Context: an optimization exercise on an open-source flow, tuned for small area. The choices shown serve that exercise and are no tape-out recipe. At most, simulation tests tie the RTL to the original design; equivalence was not proved. No functional check of the RTL was part of runs 1 to 4. The clock cells of runs 2 to 6 come from the design's own scripts or RTL, not from TritonCTS. The clock port is modelled as an ideal driver, which makes a skipped or thinned clock tree look cheaper than it is; a real chip needs a root buffer or a tree. Power figures rest on the tool's default switching activity, not on a simulated workload.

==> design.v <==
module magicgen (
    input  wire         clk,
    input  wire         rst,
    input  wire         cmd_valid,
    output wire         cmd_ready,
    input  wire [129:0] cmd_word,
    output wire         rsp_valid,
    input  wire         rsp_ready,
    output wire [40:0]  rsp_word
);
    localparam [3:0] PH_INIT = 4'd0;
    localparam [3:0] PH_P1   = 4'd1;    
    localparam [3:0] PH_X0   = 4'd2;    
    localparam [3:0] PH_CL2  = 4'd3;    
    localparam [3:0] PH_P2   = 4'd4;    
    localparam [3:0] PH_CL3  = 4'd5;    
    localparam [3:0] PH_P3   = 4'd6;    
    localparam [3:0] PH_FL   = 4'd7;    
    localparam [3:0] PH_MUL  = 4'd8;
    localparam [3:0] PH_HEN  = 4'd9;    
    localparam [3:0] PH_DONE = 4'd10;
    reg        rv;          
    reg  [3:0] ph;          
    reg  [6:0] cnt;         
    reg [32:0] r1;          
    reg [32:0] r2;          
    reg [31:0] r3;          
    reg        qs;          
    reg  [2:0] md;          
    reg        nr;          
    wire [1:0]  op = cmd_word[129:128];
    wire [31:0] bw = cmd_word[95:64];
    wire [63:0] a  = cmd_word[63:0];
    wire [31:0] D  = a[31:0];
    wire cMul = (op == 2'd0);
    wire cS   = (op == 2'd1);
    wire cU   = (op == 2'd2);
    wire cInv = (op == 2'd3);
    wire isS   = (md[1:0] == 2'd1);
    wire isU   = (md[1:0] == 2'd2);
    wire isInv = (md[1:0] == 2'd3);
    wire neg   = nr;
    wire done = (ph == PH_DONE);
    assign cmd_ready = ~rv & (~cmd_valid | done);
    assign rsp_valid = rv;
    wire oU = ~md[2] & isU;
    wire oM = ~md[2] & (md[0] ^ md[1]);
    assign rsp_word = {md[1:0] & {2{md[2]}}, r2[32] & oU,
                       {r3[6], r3[4:0]} & {6{oM}}, r2[31:0]};
    wire in_range = (a[63:32] == 32'h0) || (a[63:31] == {33{1'b1}});
    wire d_zero   = (D[31:1] == 31'h0);
    wire d_ones   = (D == 32'hFFFFFFFF);
    reg  [1:0] err;
    always @(*) begin
        err = 2'd0;
        if (!cMul && !in_range)            err = 2'd1;
        else if (cS && (d_zero || d_ones)) err = 2'd2;
        else if (cU && d_zero)             err = 2'd2;
        else if (cInv && !D[0])            err = 2'd3;
    end
    wire p_INI = (ph == PH_INIT);
    wire p_P1  = (ph == PH_P1);
    wire p_X0  = (ph == PH_X0);
    wire p_CL  = (ph == PH_CL2) | (ph == PH_CL3);
    wire p_P2  = (ph == PH_P2);
    wire p_P3  = (ph == PH_P3);
    wire p_FL  = (ph == PH_FL);
    wire p_MUL = (ph == PH_MUL);
    wire p_HEN = (ph == PH_HEN);
    wire [6:0] cnt_inc;
    wire       cnt_co;
    rca #(.W(7)) u_inc (.a(cnt), .b(7'd0), .ci(1'b1), .s(cnt_inc), .co(cnt_co));
    wire cnt_end = (cnt == r3[6:0]);
    wire inv1 = ~neg & ~p_HEN;
    wire [32:0] b1 = {~p_HEN, D ^ {32{inv1}}};
    wire [32:0] s1;
    wire        ge;
    rca #(.W(33)) u_add1 (.a(r1), .b(b1), .ci(inv1), .s(s1), .co(ge));
    wire c_nx = p_P1 ? (((cnt == 7'd0) & isS) | ((cnt == 7'd31) & neg))
              : p_CL ? (((cnt == 7'd31) & isS) | ((cnt == 7'd32) & isU))
                     : (isU | (isInv & (cnt == 7'd32)));
    wire        take = p_HEN ? r1[0] : (ge & ~p_MUL & ~p_CL);
    wire [32:0] sel  = take ? s1 : r1;
    wire [32:0] r1_nxt = p_HEN ? {1'b0, sel[32:1]} : {sel[31:0], c_nx};
    wire g2  = (p_P2 & ~qs) | (p_MUL & r1[31] & ~md[2]) | p_X0;
    wire c2  = (p_P1 | p_X0) ? qs : ((p_P3 | p_FL) ? (qs ^ neg) : 1'b0);
    wire ci2 = p_X0 ? ~neg : (p_P2 ? (~qs & neg) : (p_FL & (isS | isU) & ~neg));
    wire [32:0] b2 = ({1'b0, r3} & {33{g2}}) ^ {33{p_X0}};
    wire [32:0] s2;
    wire        s2_co;
    rca #(.W(33)) u_add2 (.a({r2[31:0], c2}), .b(b2), .ci(ci2), .s(s2), .co(s2_co));
    wire x_pos  = ~s2[32] & (s2 != 33'h0);
    wire p2_stop = p_P2 & (cnt != 7'd0) & (x_pos | (isU & cnt[6]));
    wire [6:0] pfin = (cnt[6:5] == 2'b00) ? 7'd32 : cnt;
    always @(posedge clk) begin
        if (p_INI)
            r1 <= {1'b0, D[31:1] & {31{~cS & ~cU}}, (D[0] & cMul) | cU};
        else
            r1 <= r1_nxt;
        if (rst) begin
            rv <= 1'b0;
            ph <= PH_INIT;
        end else if (rv) begin
            if (rsp_ready) rv <= 1'b0;
        end else if (!cmd_valid) begin
            ph <= PH_INIT;
        end else begin
            cnt <= cnt_inc;
            case (ph)
            PH_INIT: begin
                md       <= (err != 2'd0) ? {1'b1, err} : {1'b0, op};
                nr       <= cS & D[31];
                r3[31:7] <= bw[31:7];
                r3[6:0]  <= cInv ? 7'd33 : bw[6:0];
                cnt      <= 7'd0;
                if (cMul || (err != 2'd0)) ph <= PH_MUL;
                else if (cInv)             ph <= PH_HEN;
                else                       ph <= PH_P1;
            end
            PH_P1: begin
                qs <= ge;
                r2 <= s2;
                if (cnt == 7'd32) begin
                    r3 <= isU ? ~sel[31:0] : {1'b0, ~sel[30:0]};
                    ph <= PH_X0;
                end
            end
            PH_X0: begin
                r2  <= s2;
                cnt <= 7'd0;
                ph  <= PH_CL2;
            end
            PH_CL2, PH_CL3: begin
                qs <= 1'b0;
                if (cnt == 7'd32) begin
                    cnt <= (ph == PH_CL2) ? 7'd0 : 7'd1;
                    ph  <= (ph == PH_CL2) ? PH_P2 : PH_P3;
                end
            end
            PH_P2: begin
                qs <= ge;
                if (p2_stop) begin
                    r3[6:0] <= pfin;
                    cnt     <= 7'd0;
                    ph      <= PH_CL3;
                end else if (cnt != 7'd0) begin
                    r2 <= s2;
                end
            end
            PH_P3: begin
                qs <= ge;
                r2 <= s2;
                if (cnt_end) ph <= PH_FL;
            end
            PH_FL: begin
                r2 <= s2;
                ph <= PH_DONE;
            end
            PH_MUL: begin
                r2 <= s2;
                if (cnt == 7'd31) ph <= PH_DONE;
            end
            PH_HEN: begin
                qs <= 1'b0;
                if (cnt == 7'd31) begin
                    cnt <= 7'd1;
                    ph  <= PH_P3;
                end
            end
            PH_DONE: begin
                rv <= 1'b1;
                ph <= PH_INIT;
            end
            default: ph <= PH_INIT;
            endcase
        end
    end
endmodule
module rca #(parameter W = 8) (
    input  wire [W-1:0] a,
    input  wire [W-1:0] b,
    input  wire         ci,
    output wire [W-1:0] s,
    output wire         co
);
    wire [W:0] c;
    assign c[0] = ci;
    genvar i;
    generate
        for (i = 0; i < W; i = i + 1) begin : g_bit
            assign s[i]   = a[i] ^ b[i] ^ c[i];
            assign c[i+1] = (a[i] & b[i]) | (c[i] & (a[i] ^ b[i]));
        end
    endgenerate
    assign co = c[W];
endmodule
==> flow/run.sh <==
#!/bin/bash
# Standard synthesis, then the standard layout with: ports buffered with
# buf_1; a clock tree of a few clkbuf_8 clusters, without dummy loads.
set -euo pipefail
bash standard.sh synth > synth.log 2>&1
bash standard.sh "BUFFER_PORTS_ARGS=-buffer_cell sky130_fd_sc_hd__buf_1" \
  "CTS_ARGS=-sink_clustering_enable -repair_clock_nets -dont_use_dummy_load -buf_list sky130_fd_sc_hd__clkbuf_8 -sink_clustering_size 80 -sink_clustering_max_diameter 300" \
  finish > layout.log 2>&1
==> standard.sh <==
#!/bin/bash
# synth_recipe.tcl (not shown) runs the flow's synth.tcl, then flattens the netlist and writes it again
# the make line also repeats each setting of config.mk as NAME=value (left out here)
make -C /OpenROAD-flow-scripts/flow DESIGN_CONFIG=/design/flow/config.mk WORK_HOME=/design/flow/orfs CLKGATE_MAP_FILE= SYNTH_SCRIPT=/design/flow/synth_recipe.tcl "${@:-finish}"
==> config.mk <==
export PLATFORM = sky130hd
export DESIGN_NAME = magicgen
export DESIGN_NICKNAME = magicgen
export VERILOG_FILES = /design/flow/design.v
export SDC_FILE = /design/flow/constraint.sdc
export NUM_CORES = 4
export LEC_CHECK = 0
export CAP_MARGIN = 20
export CORE_MARGIN = 2
export CORE_UTILIZATION = 40
export PLACE_DENSITY = 0.6
export SLEW_MARGIN = 20
==> constraint.sdc <==
create_clock -name core_clock -period 20.0 [get_ports {clk}]
set_input_delay 4.0000 -clock core_clock [delete_from_list [all_inputs] [get_ports {clk}]]
set_output_delay 4.0000 -clock core_clock [all_outputs]
set_load 0.01 [all_outputs]
==> results of run 1 <==
## cell usage after synthesis (9+ instances only)
| cell type | count |
|---|---|
| fa_1 | 64 |
| xor2_1 | 10 |
| buf_4 | 33 |
| xnor2_1 | 33 |
| inv_1 | 109 |
| o221ai_1 | 29 |
| dfxtp_1 | 38 |
| nor2_1 | 53 |
| and2_1 | 9 |
| nand4_1 | 26 |
| nand2_1 | 84 |
| ha_1 | 14 |
| nor3_1 | 9 |
| nor4_1 | 20 |
| o21ai_0 | 42 |
| mux2_2 | 25 |
| buf_2 | 19 |
| clkbuf_1 | 17 |
| edfxtp_1 | 77 |
| a21oi_1 | 42 |
## through the flow
step / TNS, ps / instances / worst slack, ps / util, %
after floorplan: 0 / 853 / 1100 / -
final: 0 / 1247 / 597 / 46.1
after global placement: 0 / 1230 / 41.5 / 44.9
after global routing: 0 / 1247 / 46.2 / 46.1
after detailed placement: -1.15 / 1230 / -1.15 / 44.9
after CTS: 0 / 1247 / 391 / 46.1
## power by group through the flow
stage / clock (mW) / sequential [mW] / combinational [mW]
after global placement: 0 / 0.294 / 0.230
after CTS: 0.161 / 0.290 / 0.236
after floorplan: 0 / 0.290 / 0.142
final: 0.159 / 0.290 / 0.236
after detailed placement: 0 / 0.295 / 0.234
after global routing: 0.170 / 0.292 / 0.266
## kinds of logic after synthesis
kind of cell / count (synthesis)
buffers and inverters: 181
flip-flops: 115
XOR/XNOR: 44
multiplexers: 27
AO/OA/AOI/OAI: 169
adder cells (fa/ha/maj): 78
AND/OR/NAND/NOR: 239
## cells in the final DEF, fill, tap and decap left out, types with 17 or more instances in the layout
cell type / Yosys / routed
fa_1: 64 / 64
dfxtp_1: 38 / 38
nand4_1: 26 / 26
o21ai_0: 42 / 42
clkbuf_8: 0 / 17
nor4_1: 20 / 20
buf_1: 2 / 144
edfxtp_1: 77 / 77
nor2_1: 53 / 51
o221ai_1: 29 / 29
xnor2_1: 33 / 33
inv_1: 109 / 109
mux2_2: 25 / 25
buf_4: 33 / 32
nand2_1: 84 / 84
a21oi_1: 42 / 41
## worst reg2reg max path: cells and delay by family, from the launching register on
kind                       cells  cell delay (ps)
buffers and inverters          5             1310
and+or+nand+nor                3              460
AOI/OAI and AO/OA              4             1200
xor gates and xnor gates       1              250
DFF                            1              720
adders and majority gates     32            13660
## worst max path at each step
stage / end / slack, ps
after floorplan: r3[30]$_DFFE_PP_ / 1100
after global placement: r1[0]$_DFF_P_ / 40
after detailed placement: r1[0]$_DFF_P_ / -1
after CTS: r1[0]$_DFF_P_ / 390
after global routing: r3[5]$_DFFE_PP_ / 50
final: r3[5]$_DFFE_PP_ / 600
## routing by layer
layer / share of wire (%) / up-vias / GRT usage, % / routed length [microns]
li1: - / 3189 / - / -
met1: 47 / 3023 / 28.4 / 10100
met2: 45 / 229 / 29.9 / 9500
met3: 5.7 / 31 / 3.19 / 1210
met4: 2.2 / 0 / 6.38 / 470
met5: 0 / - / 0 / 0
## registers in the layout (all words and copies together) (netlist names)
register	cells
r1	33
cnt	7
nr	1
md	3
ph	4
rv	1
r2	33
r3	32
qs	1
## cell type report
cell class	count	area, sq um
sequential	115	3070
timing repair buffer	178	821
clock buffer	17	234
multi-input combinational	557	4520
inverter	110	413
tap	270	338
fill	1976	11000
==> impl_metrics.toml, run 1 <==
[logic_synthesis]
ys_top_cells_by_area = "edfxtp_1 (28%), fa_1 (15%), dfxtp_1 (9.1%)"
synthAdderAreaFrac_pct = 17.4
ys_warn_count = 1
synth-xor-area-share_pct = 4.69
synth_area_sq_mm = 0.00837
synth_fp_nets = 1065
synth_compound_area_share_pct = 13.7
ys_ff_latch = 115
syn_inst = 853
synth_top_family_by_area = "adder cells"
yosys.area_share.simple_pct = 14.0
ys.flop_type = "edfxtp_1"
synthDistinctLibCells = 64
synth_edf_count = 77
synthMuxAreaShare_pct = 3.60
synth_top_cell_by_area = "edfxtp_1"
async_flop_share_pct = 0
ys_seq_area_share_pct = 36.7
syn_area_per_cell_sq_um = 9.82
synth.top_cell.area_share_pct = 27.6

[die]
rows = 52
die_w_microns = 149
initial_utilization_pct = 41.1
design.core.area_sq_mm = 0.0204
dieArea_sq_mm = 0.0221
die_y_microns = 149
io_pins = 177

[place]
placedInstanceArea_sq_mm = 0.00915
routabilityCongestion = 0.902
dp_hpwl_microns = 16400
io_buffers = 144

[power_and_ir_drop]
peakVddDrop_mv = 0.0411
internal_power_mw = 0.451
power_frac_clock_pct = 23.2
p_sw_mw = 0.234
p_seq_share_pct = 42.3
swShare_pct = 34.2
p_leak_nw = 3.38
p_total_mw = 0.685
p_comb_share_pct = 34.5
p_per_area_mw_per_mm2 = 72.9

[setup_path]
crit_buf_inv = 3
crit_slowest_cell = "fa_1"
cp.arrival_ps = 19590
reg2reg_to = "r3[5]$_DFFE_PP_"
cp-start-kind = "input port"
crit_fanout = 37
worstRegToRegCells = 45
crit_required_ps = 20190
r2r_start = "ph[1]$_SDFFE_PP0P_"
critPathKind = "input port to flop"
cp_common_cell = "fa_1"
reg2reg_setup_slack_ps = 2160
path_delay_family = "adder cells"
crit_path_start = "cmd_word[0]"
cp_slowest_stage_delay_ps = 450
cp_num_cells = 40
end_kind = "flop"

[clocking]
cts.clk_slew.worst_paths_ps = 60
numCtsBuffers = 17
ctsResizeCount = 0
cts_setup_buffers = 0
insertion_delay_ps = 450
clk_path_buf_depth = 2
cts_hold_buffers = 0
cts-root-buf = "clkbuf_8"
cts_tree = "built"
cts.sink_count = 115
htreeDepth = 4

[worst_hold_path]
holdCritPathClass = "flop to flop"
min_from = "r1[32]$_SDFF_PP0_"
holdPathEnd = "r1[31]$_DFF_P_"
min_path_cells = 2

[global_route]
grt_pass1_wl_microns = 33200
grt_pass1_vias = 6223
grt_overflow = 0
grt_max_degree = 38
track_usage_pct = 19.5
antenna_found_initial = 0

[timing]
fin_crit_sh_pct = 97.0
skew_ps = 31.1
slew_headroom_pct = 37.2
tightestPinTransition_ps = 939
hold_viol = 0
setup_viol = 0
worst_hold_slack_ps = 554
rsz0062_at_grt = "no"
max_freq_mhz = 51.5
min_period_ps = 19400
drv_slew = 0

[cells_and_area]
antennaDiodeCount = 0
area_delta_synth_final_pct = 12.2
layout-drive-gt1-share_pct = 9.93
fin_area_sq_mm = 0.00939
fin_nets = 1191

[detailed_routing]
ant_nets = 0
drtIter0Drc = 468
wire_per_inst_microns = 17.0
drt_wl_total_microns = 21200
vias = 6472
via_per_inst = 5.19
route.detailed.drc = 0
firstDrtPassIters = 5

[job]
drv_cap = 0

[outcome]
status = "finished clean"
==> run 2, diff against run 1 <==
==> flow/run.sh (replaced) <==
#!/bin/bash
# The standard flow's synthesis with an area-oriented ABC mapping script; the standard
# floorplan and placement with the ports buffered with buf_1; a clock tree
# built by hand (flow/my_cts.tcl: one root buffer, eight leaf buffers, one
# per eighth of the flip-flops); then the standard routing and finish.
set -euo pipefail
export OWN_WORK=$PWD
export OWN_ABC_SCRIPT=$PWD/flow/abc_area.script
PORTS="BUFFER_PORTS_ARGS=-buffer_cell sky130_fd_sc_hd__buf_1"
R=$PWD/orfs/results/sky130hd/magicgen/base
bash standard.sh "SYNTH_SCRIPT=$PWD/flow/own_synth.tcl" synth > synth.log 2>&1
bash standard.sh "$PORTS" place > place.log 2>&1
PLAT_DIR=$FLOW_HOME/platforms/sky130hd IN_ODB=$R/3_place.odb IN_SDC=$R/3_place.sdc \
  OUT_ODB=$R/4_1_cts.odb OUT_SDC=$R/4_cts.sdc \
  LEAF_BUF=sky130_fd_sc_hd__clkbuf_8 ROOT_BUF=sky130_fd_sc_hd__clkbuf_4 LEVELS=3 \
  openroad -no_init -exit flow/my_cts.tcl > cts.log 2>&1
cp $R/4_1_cts.odb $R/4_cts.odb
bash standard.sh "$PORTS" finish > layout.log 2>&1
==> flow/abc_area.script (new file) <==
&get -n
&st
&dch
&nf
&put
==> flow/my_cts.tcl (new file) <==
# Clock tree built by hand: the clock port drives one root buffer, which
# drives one leaf buffer per quadrant of the flip-flops; each leaf buffer
# drives the flip-flops of its quadrant.
set P $::env(PLAT_DIR)
read_liberty $P/lib/sky130_fd_sc_hd__tt_025C_1v80.lib
read_db $::env(IN_ODB)
read_sdc $::env(IN_SDC)
source $P/setRC.tcl

set db    [ord::get_db]
set block [ord::get_db_block]
set clk   [$block findNet clk]
set leafm [$db findMaster $::env(LEAF_BUF)]
set rootm [$db findMaster $::env(ROOT_BUF)]

set sinks {}
foreach it [$clk getITerms] {
  set inst [$it getInst]
  lassign [$inst getLocation] x y
  lappend sinks [list $it $x $y]
}
puts "clock sinks: [llength $sinks]"

proc median {l} {
  set s [lsort -integer $l]
  return [lindex $s [expr {[llength $s] / 2}]]
}
# split the sinks in halves, alternately by x and by y, LEVELS times
proc split_sinks {g axis} {
  set vs {}; foreach s $g { lappend vs [lindex $s $axis] }
  set m [median $vs]
  set lo {}; set hi {}
  foreach s $g { if {[lindex $s $axis] < $m} { lappend lo $s } else { lappend hi $s } }
  set out {}
  if {[llength $lo]} { lappend out $lo }
  if {[llength $hi]} { lappend out $hi }
  return $out
}
set quads [list $sinks]
for {set l 0} {$l < $::env(LEVELS)} {incr l} {
  set next {}
  foreach g $quads { lappend next {*}[split_sinks $g [expr {1 + $l % 2}]] }
  set quads $next
}

set root [odb::dbInst_create $block $rootm clkbuf_root]
set rnet [odb::dbNet_create $block clknet_root]
$rnet setSigType CLOCK
[$root findITerm A] connect $clk
[$root findITerm X] connect $rnet

set i 0
set rx 0; set ry 0; set n 0
foreach q $quads {
  set leaf [odb::dbInst_create $block $leafm clkbuf_leaf_$i]
  set lnet [odb::dbNet_create $block clknet_leaf_$i]
  $lnet setSigType CLOCK
  set sx 0; set sy 0
  foreach s $q {
    set it [lindex $s 0]
    $it disconnect
    $it connect $lnet
    incr sx [lindex $s 1]; incr sy [lindex $s 2]
  }
  set cx [expr {$sx / [llength $q]}]; set cy [expr {$sy / [llength $q]}]
  $leaf setLocation $cx $cy
  $leaf setPlacementStatus PLACED
  [$leaf findITerm A] connect $rnet
  [$leaf findITerm X] connect $lnet
  incr rx $cx; incr ry $cy; incr n
  puts "leaf $i: [llength $q] flip-flops at $cx $cy"
  incr i
}
$root setLocation [expr {$rx / $n}] [expr {$ry / $n}]
$root setPlacementStatus PLACED

detailed_placement
check_placement
set_propagated_clock [all_clocks]
estimate_parasitics -placement
report_clock_skew
report_check_types -max_slew -max_capacitance -violators
set worst 0.0
foreach pin [get_pins -of_objects [get_nets clknet_leaf_*]] {
  foreach rf {rise fall} {
    set s [get_property $pin slew_max_$rf]
    if {$s > $worst} { set worst $s }
  }
}
puts "worst clock slew: $worst"
report_worst_slack -max
report_worst_slack -min
if {[info exists ::env(OUT_ODB)]} {
  write_db $::env(OUT_ODB)
  write_sdc $::env(OUT_SDC)
}
==> flow/own_synth.tcl (new file) <==
# The standard flow's synthesis script (synth_recipe.tcl), with the final ABC mapping run
# with an area-oriented script (no buffering or gate upsizing). Registers are
# mapped before this step, so they are the same as in the standard synthesis.
proc abc {args} {
  set i [lsearch -exact $args -script]
  if { $i >= 0 } {
    set args [lreplace $args $i [expr {$i + 1}] -script $::env(OWN_ABC_SCRIPT)]
  }
  yosys abc {*}$args
}
source $::env(OWN_WORK)/synth_recipe.tcl
==> run 2 against run 1 <==
- still clean on timing, DRC and antenna
- hold slack lost 30 ps
- worst setup slack better by 99 ps
- die area down 4.2%
- total power grew 7.9%
- via count is 0.12% higher
- fmax is 0.51% higher
- register-to-register slack gained 270 ps
- clock power decreased by 29%
- synthesized cell count fell by 0.59%
- first-iteration DRC count is 33% lower
- largest cell class unchanged
==> impl_metrics.toml, run 2 <==
[setup_path]
critPathKind = "input port to flop"
cp-start-kind = "input port"
crit_slowest_cell = "fa_1"
worstRegToRegCells = 49
cp_slowest_stage_delay_ps = 450
cp.arrival_ps = 19530
crit_fanout = 43
end_kind = "flop"
crit_required_ps = 20230
cp_common_cell = "fa_1"

[timing]
worst_hold_slack_ps = 523
setup_viol = 0
skew_ps = 17.1
slew_headroom_pct = 45.5
fin_crit_sh_pct = 96.5
min_period_ps = 19300
fin_setup_tns_ps = 0
drv_slew = 0
max_freq_mhz = 51.8
hold_viol = 0
tightestPinTransition_ps = 807
rsz0062_at_grt = "no"

[logic_synthesis]
synthDistinctLibCells = 48
synth_top_cell_by_area = "edfxtp_1"
ys.flop_type = "edfxtp_1"
synth.most_common_cell = "nand2_1"
synth_edf_count = 77
async_flop_share_pct = 0
ys_seq_area_share_pct = 38.4
ys_warn_count = 1
synth_top_cells_by_count = "nand2_1 (111), clkinv_1 (108), edfxtp_1 (77), nor2_1 (77), a21oi_1 (75)"
syn_inst = 848
syn_area_per_cell_sq_um = 9.45
synth_fp_nets = 1060
synth.top_cell.area_share_pct = 28.9
ys_ff_latch = 115
synth_area_sq_mm = 0.00801
ys_top_cells_by_area = "edfxtp_1 (29%), fa_1 (16%), dfxtp_1 (9.5%)"

[clocking]
cts.clk_slew.worst_paths_ps = 100
insertion_delay_ps = 500

[die]
die_y_microns = 146
initial_utilization_pct = 41.0
io_pins = 177
dieArea_sq_mm = 0.0212
design.core.area_sq_mm = 0.0195
rows = 51
die_w_microns = 146

[cells_and_area]
largestRegisters = "r1 (33), r2 (33), r3 (32)"
final_cell_mix = "buf_1 (144), nand2_1 (111), clkinv_1 (108), edfxtp_1 (77)"
layout-drive-gt1-share_pct = 5.17
num-fill-cells = 1978
layout_commonest_cell = "buf_1"
fin_cells = 1271
regArea_sq_mm = 0.00307
area_delta_synth_final_pct = 13.7
multi_input_area_sq_mm = 0.00434
fin_nets = 1219
post-route-util_pct = 46.6

[global_route]
track_usage_pct = 19.0
grt_pass1_wl_microns = 33200
grt_pass1_vias = 6303
grt_overflow = 0
antenna_found_initial = 1
grt_max_degree = 57

[place]
io_buffers = 144
routabilityCongestion = 0.863
place_inst = 1261
dp_hpwl_microns = 15600

[detailed_routing]
drtIter0Drc = 313
via_per_inst = 5.10
wire_per_inst_microns = 15.9
route.detailed.drc = 0
firstDrtPassIters = 4
ant_nets = 0
vias = 6480
drt_wl_total_microns = 20200

[outcome]
status = "finished clean"

[worst_hold_path]
holdCritPathClass = "flop to flop"
min_path_cells = 2

[power_and_ir_drop]
peakVddDrop_mv = 0.0468
p_per_area_mw_per_mm2 = 81.2
p_leak_nw = 3.04

[job]
drv_cap = 0
## run 2: cell count changes in the layout (fill, tap and decap cells not counted), sizes merged, moves of 7 or more
| cell | delta |
|---|---|
| inv | -110 |
| clkinv | +108 |
| a21oi | +33 |
| a22oi | +28 |
| o221ai | -28 |
| nand2 | +27 |
| mux2 | -25 |
| nor2 | +23 |
| and2 | +8 |
| clkbuf | -8 |
| a21boi | -7 |
| nand3 | -7 |
## run 2: final cells by class
cell class                 count  share of cell area, %
tap                          265                   3.64
timing repair buffer         180                   9.18
sequential                   115                   33.8
inverter                     108                   4.45
multi-input combinational    593                   47.6
antenna                        1                 0.0275
buffer                         9                   1.29
## run 2: cells by family (layout without fill, tap and decap cells)
| family | after synthesis | after routing | synth area share [%] |
|---|---|---|---|
| other cells | 0 | 1 | 0 |
| xor+xnor | 42 | 42 | 4.59 |
| fa+ha+maj | 78 | 78 | 18.2 |
| simple gates | 284 | 284 | 16.6 |
| flops | 115 | 115 | 38.4 |
| mux | 2 | 2 | 0.250 |
| compound gates | 187 | 187 | 14.0 |
| buf+inv | 140 | 297 | 8.06 |
## run 2: per-layer routing
metal	up-vias	GRT usage (%)	part of all wire, %
met5	-	0	0
met4	0	4.51	2.8
met3	31	2.45	5.4
met2	181	28.5	44
met1	3038	29.2	48
li1	3230	-	-
## run 2: path summary, 6_finish.rpt
path                            from                  to  slack [ps]
hold reg to reg        rv$_SDFF_PP0_       rv$_SDFF_PP0_         520
setup reg to reg  ph[3]$_SDFFE_PP0P_  ph[2]$_SDFFE_PP0P_        2430
setup / recovery         cmd_word[0]    r3[11]$_DFFE_PP_         700
hold / removal         rv$_SDFF_PP0_       rv$_SDFF_PP0_         520
## run 2: through the flow
stage | total power [mW] | worst slack [ps] | cell area [sq um]
final | 0.739 | 696 | 9100
after global routing | 0.799 | 68.7 | 9100
after detailed placement | 0.631 | 219 | 8980
after global placement | 0.625 | 223 | 8980
after floorplan | 0.501 | 280 | 8010
## run 2: power by group
part           internal (mW)  leakage (nW)  switching, mW
registers              0.287          1.03         0.0195
logic                  0.138          1.95          0.181
clock network         0.0379        0.0621         0.0755
total                  0.463          3.04          0.276
## run 2: worst max-delay path, delay by kind of cell
family	cells	cell delay, ps
AOI/OAI and AO/OA	4	1130
adders and majority gates	32	13690
buffers and inverters	3	440
and+or+nand+nor	1	260
==> run 3, diff against run 2 <==
--- a/design.v
+++ b/design.v
@@ -24,4 +24,6 @@
     reg  [6:0] cnt;         
-    reg [32:0] r1;          
-    reg [32:0] r2;          
+    reg [32:0] r1n;         
+    wire [32:0] r1 = ~r1n;
+    reg [32:0] r2n;         
+    wire [32:0] r2 = ~r2n;
     reg [31:0] r3;          
@@ -34,11 +36,11 @@
     wire [31:0] D  = a[31:0];
-    wire cMul = (op == 2'd0);
-    wire cS   = (op == 2'd1);
-    wire cU   = (op == 2'd2);
-    wire cInv = (op == 2'd3);
-    wire isS   = (md[1:0] == 2'd1);
-    wire isU   = (md[1:0] == 2'd2);
-    wire isInv = (md[1:0] == 2'd3);
+    wire cMul = ~op[1] & ~op[0];
+    wire cS   = ~op[1] &  op[0];
+    wire cU   =  op[1] & ~op[0];
+    wire cInv =  op[1] &  op[0];
+    wire isS   = ~md[1] &  md[0];
+    wire isU   =  md[1] & ~md[0];
+    wire isInv =  md[1] &  md[0];
     wire neg   = nr;
-    wire done = (ph == PH_DONE);
+    wire done = ph[3] & ph[1];
     assign cmd_ready = ~rv & (~cmd_valid | done);
@@ -46,3 +48,3 @@
     wire oU = ~md[2] & isU;
-    wire oM = ~md[2] & (md[0] ^ md[1]);
+    wire oM = ~md[2] & (isS | isU);
     assign rsp_word = {md[1:0] & {2{md[2]}}, r2[32] & oU,
@@ -60,11 +62,14 @@
     end
-    wire p_INI = (ph == PH_INIT);
-    wire p_P1  = (ph == PH_P1);
-    wire p_X0  = (ph == PH_X0);
-    wire p_CL  = (ph == PH_CL2) | (ph == PH_CL3);
-    wire p_P2  = (ph == PH_P2);
-    wire p_P3  = (ph == PH_P3);
-    wire p_FL  = (ph == PH_FL);
-    wire p_MUL = (ph == PH_MUL);
-    wire p_HEN = (ph == PH_HEN);
+    wire p_INI = ~ph[3] & ~ph[2] & ~ph[1] & ~ph[0];
+    wire p_P1  = ~ph[3] & ~ph[2] & ~ph[1] &  ph[0];
+    wire p_X0  = ~ph[3] & ~ph[2] &  ph[1] & ~ph[0];
+    wire p_CL  = ~ph[3] &  ph[0] & (ph[2] ^ ph[1]);
+    wire p_P2  = ~ph[3] &  ph[2] & ~ph[1] & ~ph[0];
+    wire p_P3  = ~ph[3] &  ph[2] &  ph[1] & ~ph[0];
+    wire p_FL  = ~ph[3] &  ph[2] &  ph[1] &  ph[0];
+    wire p_MUL =  ph[3] & ~ph[1] & ~ph[0];
+    wire p_HEN =  ph[3] & ~ph[1] &  ph[0];
+    wire c_0   = ~|cnt;
+    wire c_31  = ~cnt[6] & ~cnt[5] & (&cnt[4:0]);
+    wire c_32  = ~cnt[6] &  cnt[5] & ~|cnt[4:0];
     wire [6:0] cnt_inc;
@@ -78,5 +83,5 @@
     rca #(.W(33)) u_add1 (.a(r1), .b(b1), .ci(inv1), .s(s1), .co(ge));
-    wire c_nx = p_P1 ? (((cnt == 7'd0) & isS) | ((cnt == 7'd31) & neg))
-              : p_CL ? (((cnt == 7'd31) & isS) | ((cnt == 7'd32) & isU))
-                     : (isU | (isInv & (cnt == 7'd32)));
+    wire c_nx = p_P1 ? ((c_0 & isS) | (c_31 & neg))
+              : p_CL ? ((c_31 & isS) | (c_32 & isU))
+                     : (isU | (isInv & c_32));
     wire        take = p_HEN ? r1[0] : (ge & ~p_MUL & ~p_CL);
@@ -92,9 +97,9 @@
     wire x_pos  = ~s2[32] & (s2 != 33'h0);
-    wire p2_stop = p_P2 & (cnt != 7'd0) & (x_pos | (isU & cnt[6]));
-    wire [6:0] pfin = (cnt[6:5] == 2'b00) ? 7'd32 : cnt;
+    wire p2_stop = p_P2 & ~c_0 & (x_pos | (isU & cnt[6]));
+    wire [6:0] pfin = {cnt[6], cnt[5] | ~cnt[6], cnt[4:0] & {5{cnt[6] | cnt[5]}}};
     always @(posedge clk) begin
         if (p_INI)
-            r1 <= {1'b0, D[31:1] & {31{~cS & ~cU}}, (D[0] & cMul) | cU};
+            r1n <= ~{1'b0, D[31:1] & {31{~cS & ~cU}}, (D[0] & cMul) | cU};
         else
-            r1 <= r1_nxt;
+            r1n <= ~r1_nxt;
         if (rst) begin
@@ -121,4 +126,4 @@
                 qs <= ge;
-                r2 <= s2;
-                if (cnt == 7'd32) begin
+                r2n <= ~s2;
+                if (c_32) begin
                     r3 <= isU ? ~sel[31:0] : {1'b0, ~sel[30:0]};
@@ -128,3 +133,3 @@
             PH_X0: begin
-                r2  <= s2;
+                r2n <= ~s2;
                 cnt <= 7'd0;
@@ -134,5 +139,5 @@
                 qs <= 1'b0;
-                if (cnt == 7'd32) begin
-                    cnt <= (ph == PH_CL2) ? 7'd0 : 7'd1;
-                    ph  <= (ph == PH_CL2) ? PH_P2 : PH_P3;
+                if (c_32) begin
+                    cnt <= {6'd0, ph[2]};
+                    ph  <= ph[2] ? PH_P3 : PH_P2;
                 end
@@ -145,4 +150,4 @@
                     ph      <= PH_CL3;
-                end else if (cnt != 7'd0) begin
-                    r2 <= s2;
+                end else if (!c_0) begin
+                    r2n <= ~s2;
                 end
@@ -151,3 +156,3 @@
                 qs <= ge;
-                r2 <= s2;
+                r2n <= ~s2;
                 if (cnt_end) ph <= PH_FL;
@@ -155,3 +160,3 @@
             PH_FL: begin
-                r2 <= s2;
+                r2n <= ~s2;
                 ph <= PH_DONE;
@@ -159,4 +164,4 @@
             PH_MUL: begin
-                r2 <= s2;
-                if (cnt == 7'd31) ph <= PH_DONE;
+                r2n <= ~s2;
+                if (c_31) ph <= PH_DONE;
             end
@@ -164,3 +169,3 @@
                 qs <= 1'b0;
-                if (cnt == 7'd31) begin
+                if (c_31) begin
                     cnt <= 7'd1;
==> run 3 against run 2 <==
- largest cell class unchanged
- clock skew increased by 3.4 ps
- sequential share of layout area increased by 1.1 points
- highest routed layer unchanged
- sequential power increased by 3%
- critical path depth increased by 2
- clock power about the same
- worst setup slack improved by 540 ps
- sequential cell count unchanged
==> impl_metrics.toml, run 3 <==
[outcome]
status = "finished clean"

[cells_and_area]
area_delta_synth_final_pct = 14.6
num-fill-cells = 1823
layout_commonest_cell = "buf_1"
largestRegisters = "r1n (33), r2n (33), r3 (32)"
layout-drive-gt1-share_pct = 3.15
fin_nets = 1103
final_cell_mix = "buf_1 (144), edfxtp_1 (77), fa_1 (64), clkinv_1 (61), nor2_1 (59)"

[job]
drv_cap = 0

[power_and_ir_drop]
p_sw_mw = 0.274
p_total_mw = 0.718
internal_power_mw = 0.444
peakVddDrop_mv = 0.0373
power_frac_clock_pct = 15.9
swShare_pct = 38.2
p_leak_nw = 2.96
p_seq_share_pct = 43.9
p_comb_share_pct = 40.2
p_per_area_mw_per_mm2 = 81.4

[die]
die_y_microns = 143
io_pins = 177
initial_utilization_pct = 41.0
dieArea_sq_mm = 0.0204
design.core.area_sq_mm = 0.0188
rows = 50
die_w_microns = 143

[logic_synthesis]
syn_area_per_cell_sq_um = 10.7
synth_fp_nets = 934
ys_top_cells_by_area = "edfxtp_1 (30%), fa_1 (17%), dfxtp_1 (9.9%)"
synth_edf_count = 77
synth_top_cells_by_count = "edfxtp_1 (77), fa_1 (64), clkinv_1 (61)"
synthDistinctLibCells = 48
synth_area_sq_mm = 0.00769
syn_inst = 722
synth.top_cell.area_share_pct = 30.1
ys_warn_count = 1
ys.flop_type = "edfxtp_1"
ys_seq_area_share_pct = 39.9
async_flop_share_pct = 0
synth_top_cell_by_area = "edfxtp_1"
ys_ff_latch = 115
synth.most_common_cell = "edfxtp_1"

[timing]
setup_ws_ps = 1230
rsz0062_at_grt = "no"
tightestPinTransition_ps = 920
min_period_ps = 18770
hold_viol = 0
worst_hold_slack_ps = 530
slew_headroom_pct = 38.3
drv_slew = 0
fin_setup_tns_ps = 0
setup_viol = 0
skew_ps = 20.6
fin_crit_sh_pct = 93.8
max_freq_mhz = 53.3

[detailed_routing]
vias = 6136
firstDrtPassIters = 5
ant_nets = 0
drt_wl_total_microns = 20200
drtIter0Drc = 364
via_per_inst = 5.46
route.detailed.drc = 0
wire_per_inst_microns = 18.0

[global_route]
grt_pass1_vias = 6062
track_usage_pct = 20.0
grt_pass1_wl_microns = 32500
grt_util_met2_pct = 31.9
grt_overflow = 0
met1_usage_pct = 30.3
antenna_found_initial = 1
use_met3_pct = 2.05
grt_max_degree = 50
top_usage_layer = "met2"

[place]
io_buffers = 144
dp_hpwl_microns = 15500
pre_cts_ws_ps = 720
routabilityCongestion = 0.889

[setup_path]
crit_required_ps = 20220
end_kind = "flop"
cp_slowest_stage_delay_ps = 460
cp.arrival_ps = 18990
crit_slowest_cell = "fa_1"
crit_fanout = 18
cp-start-kind = "input port"
cp_common_cell = "fa_1"
critPathKind = "input port to flop"

[worst_hold_path]
holdCritPathClass = "flop to flop"

[clocking]
cts.clk_slew.worst_paths_ps = 100
insertion_delay_ps = 500
==> run 3: cell types whose count changed after synthesis, sizes merged, moves of 21 or more <==
cell | before | now
nand2 | 111 | 50
clkinv | 108 | 61
buf | 32 | 0
a22oi | 32 | 1
mux2i | 2 | 33
a21oi | 75 | 51
o221ai | 1 | 25
a21o | 2 | 23
==> run 3: area by class of cell <==
type	instances	area (sq um)	share of cell area (%)
plain buffers	9	118	1.33
flip-flops and latches	115	3070	34.9
multi-input cells	546	4440	50.4
diodes	1	2.50	0.0284
well taps	234	293	3.32
inverters	61	229	2.60
repair buffers	158	658	7.46
==> run 3: power by group through the flow <==
stage,registers (mW),clock network (mW),logic [mW]
global route,0.321,0.126,0.327
detailed placement,0.321,0,0.289
finish,0.315,0.114,0.289
global placement,0.320,0,0.283
floorplan,0.314,0,0.204
==> run 3: through the flow <==
| step | cells | utilization (%) | instance area [sq um] |
|---|---|---|---|
| floorplan | 722 | - | 7700 |
| global placement | 1114 | 46.3 | 8700 |
| detailed placement | 1114 | 46.3 | 8700 |
| global route | 1124 | 47.0 | 8820 |
| finish | 1124 | 47.0 | 8820 |
==> run 3: critical path: cells and delay by family <==
| kind | cells | cell delay (ps) |
|---|---|---|
| muxes | 1 | 430 |
| AOI/OAI and AO/OA | 2 | 490 |
| adders and majority gates | 32 | 13100 |
| buffers and inverters | 5 | 710 |
| and+or+nand+nor | 1 | 130 |
| xor gates and xnor gates | 1 | 130 |
==> run 3: logic make-up after synthesis <==
kind of cell,Yosys count,synth area share [%]
flops,115,39.9
mux,35,4.59
xor+xnor,43,4.90
simple gates,214,14.1
compound gates,176,14.6
buf+inv,61,2.98
fa+ha+maj,78,18.9
==> run 3: per-layer routing <==
layer / routed length, microns / part of all wire, % / up-vias
met2: 9200 / 45 / 173
met3: 1040 / 5.1 / 17
met5: 0 / 0 / -
met1: 9680 / 48 / 2958
met4: 321 / 1.6 / 0
li1: - / - / 2988
==> run 3: worst paths after layout <==
| path | from | endpoint | slack, ps | cells after the start |
|---|---|---|---|---|
| worst max-delay path | cmd_word[1] | r3[18]$_DFFE_PP_ | 1230 | 42 |
| worst min-delay path | r1n[32]$_SDFF_PP1_ | r1n[31]$_DFF_P_ | 530 | 2 |
| worst max register to register | ph[2]$_SDFFE_PP0P_ | r2n[12]$_DFFE_PP_ | 2450 | 47 |
| worst min register to register | r1n[32]$_SDFF_PP1_ | r1n[31]$_DFF_P_ | 530 | 2 |
==> run 4, diff against run 3 <==
--- a/design.v
+++ b/design.v
@@ -21,2 +21,4 @@
     localparam [3:0] PH_DONE = 4'd10;
+    localparam [3:0] PH_CL1  = 4'd11;   
+    localparam [3:0] PH_LD   = 4'd12;   
     reg        rv;          
@@ -44,3 +46,3 @@
     wire neg   = nr;
-    wire done = ph[3] & ph[1];
+    wire done = ph[3] & ~ph[2] & ph[1] & ~ph[0];
     assign cmd_ready = ~rv & (~cmd_valid | done);
@@ -65,3 +67,5 @@
     wire p_X0  = ~ph[3] & ~ph[2] &  ph[1] & ~ph[0];
-    wire p_CL  = ~ph[3] &  ph[0] & (ph[2] ^ ph[1]);
+    wire p_CL1 =  ph[3] & ~ph[2] &  ph[1] &  ph[0];
+    wire p_LD  =  ph[3] &  ph[2];
+    wire p_CL  = (~ph[3] &  ph[0] & (ph[2] ^ ph[1])) | p_CL1;
     wire p_P2  = ~ph[3] &  ph[2] & ~ph[1] & ~ph[0];
@@ -78,4 +82,4 @@
     wire cnt_end = (cnt == r3[6:0]);
-    wire inv1 = ~neg & ~p_HEN;
-    wire [32:0] b1 = {~p_HEN, D ^ {32{inv1}}};
+    wire inv1 = ~neg & ~p_HEN & ~p_LD;
+    wire [32:0] b1 = {~p_HEN & ~p_LD, D ^ {32{inv1}}};
     wire [32:0] s1;
@@ -84,8 +88,8 @@
     wire c_nx = p_P1 ? ((c_0 & isS) | (c_31 & neg))
-              : p_CL ? ((c_31 & isS) | (c_32 & isU))
+              : p_CL ? ((c_31 & isS & ~p_CL1) | (c_32 & isU) | (isInv & p_CL1))
                      : (isU | (isInv & c_32));
-    wire        take = p_HEN ? r1[0] : (ge & ~p_MUL & ~p_CL);
+    wire        take = p_HEN ? r1[0] : ((ge & ~p_MUL & ~p_CL) | p_LD);
     wire [32:0] sel  = take ? s1 : r1;
     wire [32:0] r1_nxt = p_HEN ? {1'b0, sel[32:1]} : {sel[31:0], c_nx};
-    wire g2  = (p_P2 & ~qs) | (p_MUL & r1[31] & ~md[2]) | p_X0;
+    wire g2  = (p_P2 & ~qs) | (p_MUL & r1[32] & ~md[2]) | p_X0;
     wire c2  = (p_P1 | p_X0) ? qs : ((p_P3 | p_FL) ? (qs ^ neg) : 1'b0);
@@ -100,6 +104,3 @@
     always @(posedge clk) begin
-        if (p_INI)
-            r1n <= ~{1'b0, D[31:1] & {31{~cS & ~cU}}, (D[0] & cMul) | cU};
-        else
-            r1n <= ~r1_nxt;
+        r1n <= ~r1_nxt;
         if (rst) begin
@@ -120,5 +121,3 @@
                 cnt      <= 7'd0;
-                if (cMul || (err != 2'd0)) ph <= PH_MUL;
-                else if (cInv)             ph <= PH_HEN;
-                else                       ph <= PH_P1;
+                ph       <= PH_CL1;
             end
@@ -173,2 +172,13 @@
                 end
+            end
+            PH_CL1: begin
+                if (c_32) begin
+                    cnt <= 7'd0;
+                    ph  <= (md[2] | ~(md[1] | md[0])) ? PH_LD :
+                           (isInv ? PH_HEN : PH_P1);
+                end
+            end
+            PH_LD: begin
+                cnt <= 7'd0;
+                ph  <= PH_MUL;
             end
==> run 4 against run 3 <==
- still clean
- routed wire length decreased by 6.8%
- critical path depth unchanged
- synthesized cell count decreased by 4.7%
- sequential cell count unchanged
- sequential power increased by 43%
- global-route usage decreased by 0.86 points
- hold slack about the same
- die area decreased by 2.7%
- largest power group is now combinational cells
- highest routed layer is now met5
==> impl_metrics.toml, run 4 <==
[outcome]
status = "finished clean"

[logic_synthesis]
synth_fp_nets = 897
ys_seq_area_share_pct = 41.1
ys_warn_count = 1
ys_ff_latch = 115
syn_inst = 688
syn_area_per_cell_sq_um = 10.9
synthDistinctLibCells = 48
ys_top_cells_by_area = "edfxtp_1 (31%), fa_1 (17%), dfxtp_1 (10%)"
synth_edf_count = 77
synth_top_cells_by_count = "edfxtp_1 (77), fa_1 (64), nand2_1 (58)"
async_flop_share_pct = 0
synth_top_cell_by_area = "edfxtp_1"
synth_area_sq_mm = 0.00748
synth.top_cell.area_share_pct = 30.9
ys.flop_type = "edfxtp_1"
synth.most_common_cell = "edfxtp_1"

[cells_and_area]
largestRegisters = "r1n (33), r2n (33), r3 (32)"
final_cell_mix = "buf_1 (144), edfxtp_1 (77), fa_1 (64), clkinv_1 (57), nand2_1 (57)"
num-fill-cells = 1798
layout-drive-gt1-share_pct = 2.82
multi_input_area_sq_mm = 0.00426
area_delta_synth_final_pct = 14.6
layout_commonest_cell = "buf_1"
fin_cells = 1087
fin_nets = 1061
regArea_sq_mm = 0.00307

[detailed_routing]
ant_nets = 0
drtIter0Drc = 441
via_per_inst = 5.30
wire_per_inst_microns = 17.4
route.detailed.drc = 0
vias = 5760
firstDrtPassIters = 5
drt_wl_total_microns = 18900

[timing]
fin_crit_sh_pct = 93.1
max_freq_mhz = 53.7
tightestPinTransition_ps = 945
min_period_ps = 18620
setup_viol = 0
fin_setup_tns_ps = 0
skew_ps = 15.3
hold_viol = 0
drv_slew = 0
rsz0062_at_grt = "no"
slew_headroom_pct = 36.7

[setup_path]
crit_required_ps = 20210
end_kind = "flop"
cp.arrival_ps = 18820
cp-start-kind = "input port"
crit_fanout = 24
critPathKind = "input port to flop"
cp_common_cell = "fa_1"
crit_slowest_cell = "fa_1"
cp_slowest_stage_delay_ps = 470

[die]
die_y_microns = 141
die_w_microns = 141
rows = 50
initial_utilization_pct = 40.4
dieArea_sq_mm = 0.0198
io_pins = 177
design.core.area_sq_mm = 0.0185

[power_and_ir_drop]
peakVddDrop_mv = 0.0457
p_per_area_mw_per_mm2 = 147
p_leak_nw = 3.00

[global_route]
track_usage_pct = 19.1
grt_pass1_vias = 5700
grt_overflow = 0
grt_max_degree = 58
grt_pass1_wl_microns = 30600
antenna_found_initial = 4

[clocking]
cts.clk_slew.worst_paths_ps = 110
insertion_delay_ps = 480

[place]
dp_hpwl_microns = 14600
place_inst = 1075
io_buffers = 144
routabilityCongestion = 0.935

[job]
drv_cap = 0

[worst_hold_path]
holdCritPathClass = "flop to flop"
[run 4: path summary, 6_finish.rpt]
kind | start | end | slack [ps] | cells past startpoint
setup reg to reg | ph[0]$_SDFFE_PP0P_ | r2n[31]$_DFFE_PP_ | 2380 | 47
setup / recovery | cmd_word[0] | r3[2]$_DFFE_PP_ | 1380 | 42
hold reg to reg | rv$_SDFF_PP0_ | rv$_SDFF_PP0_ | 530 | 2
hold / removal | rv$_SDFF_PP0_ | rv$_SDFF_PP0_ | 530 | 2
[run 4: layout make-up]
cell class / instances / share of cell area (%)
flip-flops and latches: 115 / 35.9
diodes: 3 / 0.0876
plain buffers: 9 / 1.37
multi-input cells: 516 / 49.7
inverters: 57 / 2.50
repair buffers: 153 / 7.10
well taps: 234 / 3.42
[run 4: critical path: cells and delay by family]
| kind | cells | cell delay, ps |
|---|---|---|
| buf+inv | 5 | 780 |
| compound gates | 3 | 390 |
| mux | 2 | 570 |
| fa+ha+maj | 32 | 13040 |
[run 4: through the flow]
step | setup slack (ps) | instance area [sq um] | hold slack [ps] | total power, mW | utilization (%)
global route | 748 | 8570 | 555 | 1.39 | 46.3
finish | 1380 | 8570 | 530 | 1.26 | 46.3
floorplan | 794 | 7490 | 489 | 0.956 | -
global placement | 855 | 8440 | 507 | 1.15 | 45.6
detailed placement | 759 | 8440 | 517 | 1.16 | 45.6
[run 4: power breakdown]
group	switching, mW	internal (mW)	total [mW]
clock network	0.0729	0.0380	0.111
logic	0.411	0.290	0.701
registers	0.0754	0.374	0.450
total	0.559	0.702	1.26
[run 4: cells by family after synthesis]
| group | count (synthesis) | share of synthesized area [%] |
|---|---|---|
| flip-flops | 115 | 41.1 |
| multiplexers | 56 | 7.53 |
| AO/OA/AOI/OAI | 136 | 10.8 |
| AND/OR/NAND/NOR | 207 | 13.9 |
| buffers and inverters | 57 | 2.86 |
| XOR/XNOR | 42 | 4.92 |
| adder cells (fa/ha/maj) | 75 | 19.0 |
[run 4: per-layer routing]
metal,part of all wire (%),track usage (%)
met5,0.085,0
met4,1.4,2.37
met3,5.4,2.82
met2,47,31.6
met1,46,27.8
==> run 5, diff against run 4 <==
--- a/design.v
+++ b/design.v
@@ -103,2 +103,8 @@
     wire [6:0] pfin = {cnt[6], cnt[5] | ~cnt[6], cnt[4:0] & {5{cnt[6] | cnt[5]}}};
+    wire ph_end = (p_CL & c_32) | (p_HEN & c_31) | p_X0 | p2_stop | p_LD | p_INI;
+    wire [6:0] cnt_set = {6'd0, (p_CL & ph[2]) | p_HEN};
+    always @(posedge clk) begin
+        cnt <= ph_end ? cnt_set : cnt_inc;
+        qs  <= (p_P1 | p_P2 | p_P3) & ge;
+    end
     always @(posedge clk) begin
@@ -113,3 +119,2 @@
         end else begin
-            cnt <= cnt_inc;
             case (ph)
@@ -120,3 +125,2 @@
                 r3[6:0]  <= cInv ? 7'd33 : bw[6:0];
-                cnt      <= 7'd0;
                 ph       <= PH_CL1;
@@ -124,3 +128,2 @@
             PH_P1: begin
-                qs <= ge;
                 r2n <= ~s2;
@@ -133,3 +136,2 @@
                 r2n <= ~s2;
-                cnt <= 7'd0;
                 ph  <= PH_CL2;
@@ -137,5 +139,3 @@
             PH_CL2, PH_CL3: begin
-                qs <= 1'b0;
                 if (c_32) begin
-                    cnt <= {6'd0, ph[2]};
                     ph  <= ph[2] ? PH_P3 : PH_P2;
@@ -144,6 +144,4 @@
             PH_P2: begin
-                qs <= ge;
                 if (p2_stop) begin
                     r3[6:0] <= pfin;
-                    cnt     <= 7'd0;
                     ph      <= PH_CL3;
@@ -154,3 +152,2 @@
             PH_P3: begin
-                qs <= ge;
                 r2n <= ~s2;
@@ -167,5 +164,3 @@
             PH_HEN: begin
-                qs <= 1'b0;
                 if (c_31) begin
-                    cnt <= 7'd1;
                     ph  <= PH_P3;
@@ -175,3 +170,2 @@
                 if (c_32) begin
-                    cnt <= 7'd0;
                     ph  <= (md[2] | ~(md[1] | md[0])) ? PH_LD :
@@ -181,3 +175,2 @@
             PH_LD: begin
-                cnt <= 7'd0;
                 ph  <= PH_MUL;
--- a/config.mk
+++ b/config.mk
@@ -9,4 +9,4 @@
 export CORE_MARGIN = 2
-export CORE_UTILIZATION = 40
-export PLACE_DENSITY = 0.6
+export CORE_UTILIZATION = 60
+export PLACE_DENSITY = 0.75
 export SLEW_MARGIN = 20
==> run 5 against run 4 <==
- largest cell class unchanged
- critical path depth grew 1
- clock power about the same
- still clean
- largest power group unchanged
- global-route usage up 8.9 points
==> impl_metrics.toml, run 5 <==
[place]
pre_cts_ws_ps = 722
routabilityCongestion = 0.947
io_buffers = 144
placedInstanceArea_sq_mm = 0.00822
place_inst = 992
dp_hpwl_microns = 14100

[cells_and_area]
fin_nets = 1065
num-fill-cells = 916
antennaDiodeCount = 0
largestRegisters = "r1n (33), r2n (33), r3 (32)"
layout-drive-gt1-share_pct = 2.69
area_delta_synth_final_pct = 13.0
final_cell_mix = "buf_1 (144), edfxtp_1 (69), fa_1 (64), clkinv_1 (58), nand2_1 (57)"
layout_commonest_cell = "buf_1"
fin_area_sq_mm = 0.00834
fin_cells = 1001

[global_route]
track_usage_pct = 28.1
grt_pass1_vias = 5946
grt_pass1_wl_microns = 29500
antenna_found_initial = 1
grt_overflow = 0
grt_max_degree = 56

[timing]
rsz0062_at_grt = "no"
min_period_ps = 18720
drv_slew = 0
fin_crit_sh_pct = 93.6
max_freq_mhz = 53.4
setup_viol = 0
skew_ps = 16.1
slew_headroom_pct = 40.0
worst_hold_slack_ps = 537
fin_setup_tns_ps = 0
hold_viol = 0
setup_ws_ps = 1280
tightestPinTransition_ps = 895

[die]
dieArea_sq_mm = 0.0132
rows = 40
initial_utilization_pct = 61.5
design.core.area_sq_mm = 0.0120
die_y_microns = 115
die_w_microns = 115
io_pins = 177

[logic_synthesis]
ys.flop_type = "edfxtp_1"
synth.most_common_cell = "edfxtp_1"
syn_inst = 692
ys_seq_area_share_pct = 40.5
ys_top_cells_by_area = "edfxtp_1 (28%), fa_1 (17%), dfxtp_1 (12%)"
synth_edf_count = 69
synthDistinctLibCells = 46
ys_ff_latch = 115
syn_area_per_cell_sq_um = 10.7
synth_top_cells_by_count = "edfxtp_1 (69), fa_1 (64), clkinv_1 (58)"
synth_top_cell_by_area = "edfxtp_1"
synth.top_cell.area_share_pct = 28.1
synth_fp_nets = 901
async_flop_share_pct = 0
synth_area_sq_mm = 0.00738
ys_warn_count = 1

[detailed_routing]
firstDrtPassIters = 5
drtIter0Drc = 370
route.detailed.drc = 0
via_per_inst = 5.75
wire_per_inst_microns = 17.9
ant_nets = 0
drt_wl_total_microns = 17900
vias = 5755

[setup_path]
cp-start-kind = "input port"
critPathKind = "input port to flop"
cp_common_cell = "fa_1"
crit_path_start = "cmd_word[0]"
cp.arrival_ps = 18950
reg2reg_setup_slack_ps = 2050
crit_required_ps = 20240
cp-endpoint = "r3[1]$_DFFE_PP_"
reg2reg_to = "cnt[4]$_SDFF_PP0_"
crit_slowest_cell = "fa_1"
crit_fanout = 18
cp_slowest_stage_delay_ps = 450
end_kind = "flop"
worstRegToRegCells = 46
r2r_start = "ph[3]$_SDFFE_PP0P_"

[job]
drv_cap = 0

[worst_hold_path]
holdCritPathClass = "flop to flop"
min_from = "rv$_SDFF_PP0_"

[clocking]
insertion_delay_ps = 470
cts.clk_slew.worst_paths_ps = 100

[power_and_ir_drop]
p_comb_share_pct = 50.3
p_sw_mw = 0.415
power_frac_clock_pct = 11.2
p_seq_share_pct = 38.5
p_leak_nw = 2.97
internal_power_mw = 0.574
peakVddDrop_mv = 0.0660
swShare_pct = 42.0
p_per_area_mw_per_mm2 = 119

[outcome]
status = "finished clean"
## run 5: kinds of logic (layout without fill, tap and decap cells)
family          after synthesis  after routing  share of synthesized area [%]
fa+ha+maj                    75             75                           19.2
compound gates              128            128                           10.0
xor+xnor                     42             42                           4.98
flops                       115            115                           40.5
mux                          55             55                           7.51
buf+inv                      58            220                           2.95
simple gates                219            219                           14.8
## run 5: power groups by stage
stage                     clock network, mW  logic, mW  registers, mW
final                                 0.110      0.498          0.381
after global routing                  0.119      0.569          0.391
after detailed placement                  0      0.498          0.386
after global placement                    0      0.472          0.383
after floorplan                           0      0.365          0.374
## run 5: worst max-delay path: cells and delay by family
family / cells / cell delay (ps)
adder cells (fa/ha/maj): 32 / 13020
AND/OR/NAND/NOR: 1 / 80
AO/OA/AOI/OAI: 3 / 430
buffers and inverters: 5 / 820
multiplexers: 2 / 600
## run 5: worst min-delay path by stage
| stage | endpoint | slack [ps] | cells past startpoint |
|---|---|---|---|
| floorplan | cnt[0]$_DFF_P_ | 480 | 1 |
| global placement | rv$_SDFF_PP0_ | 520 | 2 |
| detailed placement | rv$_SDFF_PP0_ | 520 | 2 |
| global route | cnt[0]$_DFF_P_ | 570 | 1 |
| finish | rv$_SDFF_PP0_ | 540 | 2 |
## run 5: cell type report
type,instances,area [sq um],share of cell area [%]
Timing Repair Buffer,153,608,7.29
Sequential cell,115,2990,35.9
Tap cell,147,184,2.21
Inverter,58,218,2.61
Multi-Input combinational cell,519,4220,50.6
Buffer,9,118,1.41
## run 5: stage by stage
stage / power (mW) / util, %
floorplan: 0.739 / -
global placement: 0.855 / 68.5
detailed placement: 0.884 / 68.5
global route: 1.08 / 69.4
finish: 0.989 / 69.4
## run 5: routing by layer
metal	wire [microns]	share of wire, %	track usage [%]
met5	13	0.072	0
met4	272	1.5	3.86
met3	1020	5.7	2.79
met2	8530	48	47.9
met1	8110	45	40.5
==> run 6, diff against run 5 <==
--- a/config.mk
+++ b/config.mk
@@ -9,4 +9,4 @@
 export CORE_MARGIN = 2
-export CORE_UTILIZATION = 60
-export PLACE_DENSITY = 0.75
+export CORE_UTILIZATION = 40
+export PLACE_DENSITY = 0.6
 export SLEW_MARGIN = 20
==> run 6 against run 5 <==
- highest routed layer is now met4
- fmax is 0.45% higher
- sequential power is essentially flat
- largest cell class unchanged
- core utilization shrank 23 points
- sequential cell count did not move
- still clean on timing, DRC and antenna
- global-route usage is 9.6 points lower
- clock power is essentially flat
- critical endpoint is now r3[8]$_DFFE_PP_
- critical path type unchanged
- via count down 2.1%
==> impl_metrics.toml, run 6 <==
[timing]
drv_slew = 0
fin_crit_sh_pct = 93.2
hold_viol = 0
tightestPinTransition_ps = 883
skew_ps = 17.4
slew_headroom_pct = 40.6
fin_setup_tns_ps = 0
setup_viol = 0
max_freq_mhz = 53.7
min_period_ps = 18630
rsz0062_at_grt = "no"

[global_route]
grt_pass1_wl_microns = 29300
use_met3_pct = 3.06
met1_usage_pct = 27.2
grt_util_met2_pct = 29.4
grt_overflow = 0
track_usage_pct = 18.5
antenna_found_initial = 1
grt_max_degree = 56
top_usage_layer = "met2"
grt_pass1_vias = 5579

[detailed_routing]
drtIter0Drc = 341
ant_nets = 0
vias = 5635
wire_per_inst_microns = 16.8
via_per_inst = 5.20
drt_wl_total_microns = 18200
route.detailed.drc = 0
firstDrtPassIters = 5

[logic_synthesis]
syn_area_per_cell_sq_um = 10.7
synth_top_cells_by_count = "edfxtp_1 (69), fa_1 (64), clkinv_1 (58)"
async_flop_share_pct = 0
ys_seq_area_share_pct = 40.5
ys.flop_type = "edfxtp_1"
synth.most_common_cell = "edfxtp_1"
synth_top_cell_by_area = "edfxtp_1"
ys_ff_latch = 115
syn_inst = 692
synth_edf_count = 69
ys_warn_count = 1
ys_top_cells_by_area = "edfxtp_1 (28%), fa_1 (17%), dfxtp_1 (12%)"
synth_fp_nets = 901
synth_area_sq_mm = 0.00738
synth.top_cell.area_share_pct = 28.1
synthDistinctLibCells = 46

[setup_path]
cp.arrival_ps = 18900
critPathKind = "input port to flop"
cp_common_cell = "fa_1"
r2r_start = "ph[3]$_SDFFE_PP0P_"
crit_required_ps = 20270
worstRegToRegCells = 46
crit_path_start = "cmd_word[0]"
crit_fanout = 15
end_kind = "flop"
cp_slowest_stage_delay_ps = 460
cp-start-kind = "input port"
crit_slowest_cell = "fa_1"

[cells_and_area]
fin_nets = 1065
layout_commonest_cell = "buf_1"
num-fill-cells = 1735
final_cell_mix = "buf_1 (144), edfxtp_1 (69), fa_1 (64), clkinv_1 (58), nand2_1 (57)"
area_delta_synth_final_pct = 14.4
largestRegisters = "r1n (33), r2n (33), r3 (32)"
regArea_sq_mm = 0.00299
layout-drive-gt1-share_pct = 2.69
multi_input_area_sq_mm = 0.00422
post-route-util_pct = 46.9

[power_and_ir_drop]
peakVddDrop_mv = 0.0488
p_leak_nw = 2.97
p_seq_share_pct = 38.9
p_comb_share_pct = 49.6
internal_power_mw = 0.571
p_sw_mw = 0.411
swShare_pct = 41.9
p_per_area_mw_per_mm2 = 116
power_frac_clock_pct = 11.5
p_total_mw = 0.982

[die]
rows = 49
die_w_microns = 140
initial_utilization_pct = 41.0
dieArea_sq_mm = 0.0196
die_y_microns = 140
io_pins = 177
design.core.area_sq_mm = 0.0180

[place]
dp_hpwl_microns = 14400
routabilityCongestion = 0.886
io_buffers = 144

[worst_hold_path]
holdCritPathClass = "flop to flop"
min_from = "rv$_SDFF_PP0_"
min_path_cells = 2

[job]
drv_cap = 0

[clocking]
cts.clk_slew.worst_paths_ps = 100
insertion_delay_ps = 510

[outcome]
status = "finished clean"
[run 6: logic make-up (layout without fill, tap and decap cells)]
kind of cell	after synthesis	after routing	synth area share, %
AO/OA/AOI/OAI	128	128	10.0
other	0	1	0
flip-flops	115	115	40.5
buffers and inverters	58	220	2.95
XOR/XNOR	42	42	4.98
AND/OR/NAND/NOR	219	219	14.8
multiplexers	55	55	7.51
adder cells (fa/ha/maj)	75	75	19.2
[run 6: worst max-delay path: cells and delay by family]
kind	cells	cell delay, ps
buffers and inverters	5	830
muxes	2	570
and+or+nand+nor	2	160
AOI/OAI and AO/OA	2	380
adders and majority gates	32	12940
[run 6: path summary, 6_finish.rpt]
kind	end	slack, ps
worst min register to register	rv$_SDFF_PP0_	550
worst max register to register	r2n[21]$_DFFE_PP_	2200
worst min-delay path	rv$_SDFF_PP0_	550
worst max-delay path	r3[8]$_DFFE_PP_	1370
[run 6: metrics by stage]
| stage | setup WS [ps] | hold WS [ps] | cell area (sq um) | cells |
|---|---|---|---|---|
| after detailed placement | 754 | 530 | 8330 | 1074 |
| after global routing | 692 | 583 | 8450 | 1084 |
| after floorplan | 185 | 476 | 7390 | 692 |
| after global placement | 764 | 531 | 8330 | 1074 |
| final | 1370 | 545 | 8450 | 1084 |
[run 6: cell type report]
class	count	area share, %
timing repair buffer	153	7.20
sequential	115	35.4
inverter	58	2.58
buffer	9	1.39
tap	229	3.39
multi-input combinational	519	50.0
antenna	1	0.0296
[run 6: per-layer routing]
| layer | wire [microns] | vias to the layer above |
|---|---|---|
| met4 | 246 | 0 |
| met3 | 1160 | 19 |
| met5 | 0 | - |
| met1 | 8490 | 2647 |
| li1 | - | 2808 |
| met2 | 8330 | 161 |
[run 6: power by group through the flow]
stage,Clock (mW),Combinational [mW],Sequential [mW]
final,0.113,0.487,0.382
after detailed placement,0,0.494,0.387
after global routing,0.124,0.561,0.393
after global placement,0,0.479,0.387
after floorplan,0,0.365,0.374

what the ideal ports hide:
In the flow no input, the clock included, has a driving cell. The finished layouts below were timed again as built, in two steps.
Step 1: set_driving_cell puts a clkbuf_16 on clk and a buf_2 on each other input, an assumption about the parent block.
Step 2 adds t to the input delays and takes it off the output delays; t is the mean of the earliest and latest rising clock arrival at the registers after step 1. Input paths then give back, and output paths get back, about the clock's delay inside the block.
Slacks: ideal / step 1 / step 2; pairs: ideal / step 1.
run | t, ns | slack for setup (ns) | hold slack, ns | latest minus earliest clock arrival (ns) | cell pins on the clock port's net
run 1 | 0.478 | 0.597 / 0.611 / 0.134 | 0.554 / 0.554 / 0.554 | 0.031 / 0.031 | 1
run 2 | 0.528 | 0.696 / 0.709 / 0.181 | 0.523 / 0.523 / 0.523 | 0.017 / 0.017 | 1
run 3 | 0.520 | 1.233 / 1.246 / 0.726 | 0.530 / 0.530 / 0.530 | 0.021 / 0.020 | 1
run 4 | 0.508 | 1.385 / 1.392 / 0.884 | 0.530 / 0.530 / 0.530 | 0.015 / 0.015 | 1
run 5 | 0.501 | 1.285 / 1.282 / 0.781 | 0.537 / 0.537 / 0.537 | 0.016 / 0.016 | 1
run 6 | 0.533 | 1.369 / 1.365 / 0.832 | 0.545 / 0.545 / 0.545 | 0.017 / 0.018 | 1
After both steps setup and hold are still met in every run listed. For run 6, which loses most, drivers alone change the setup slack by -0.004 ns; drivers and shift together by -0.537 ns.
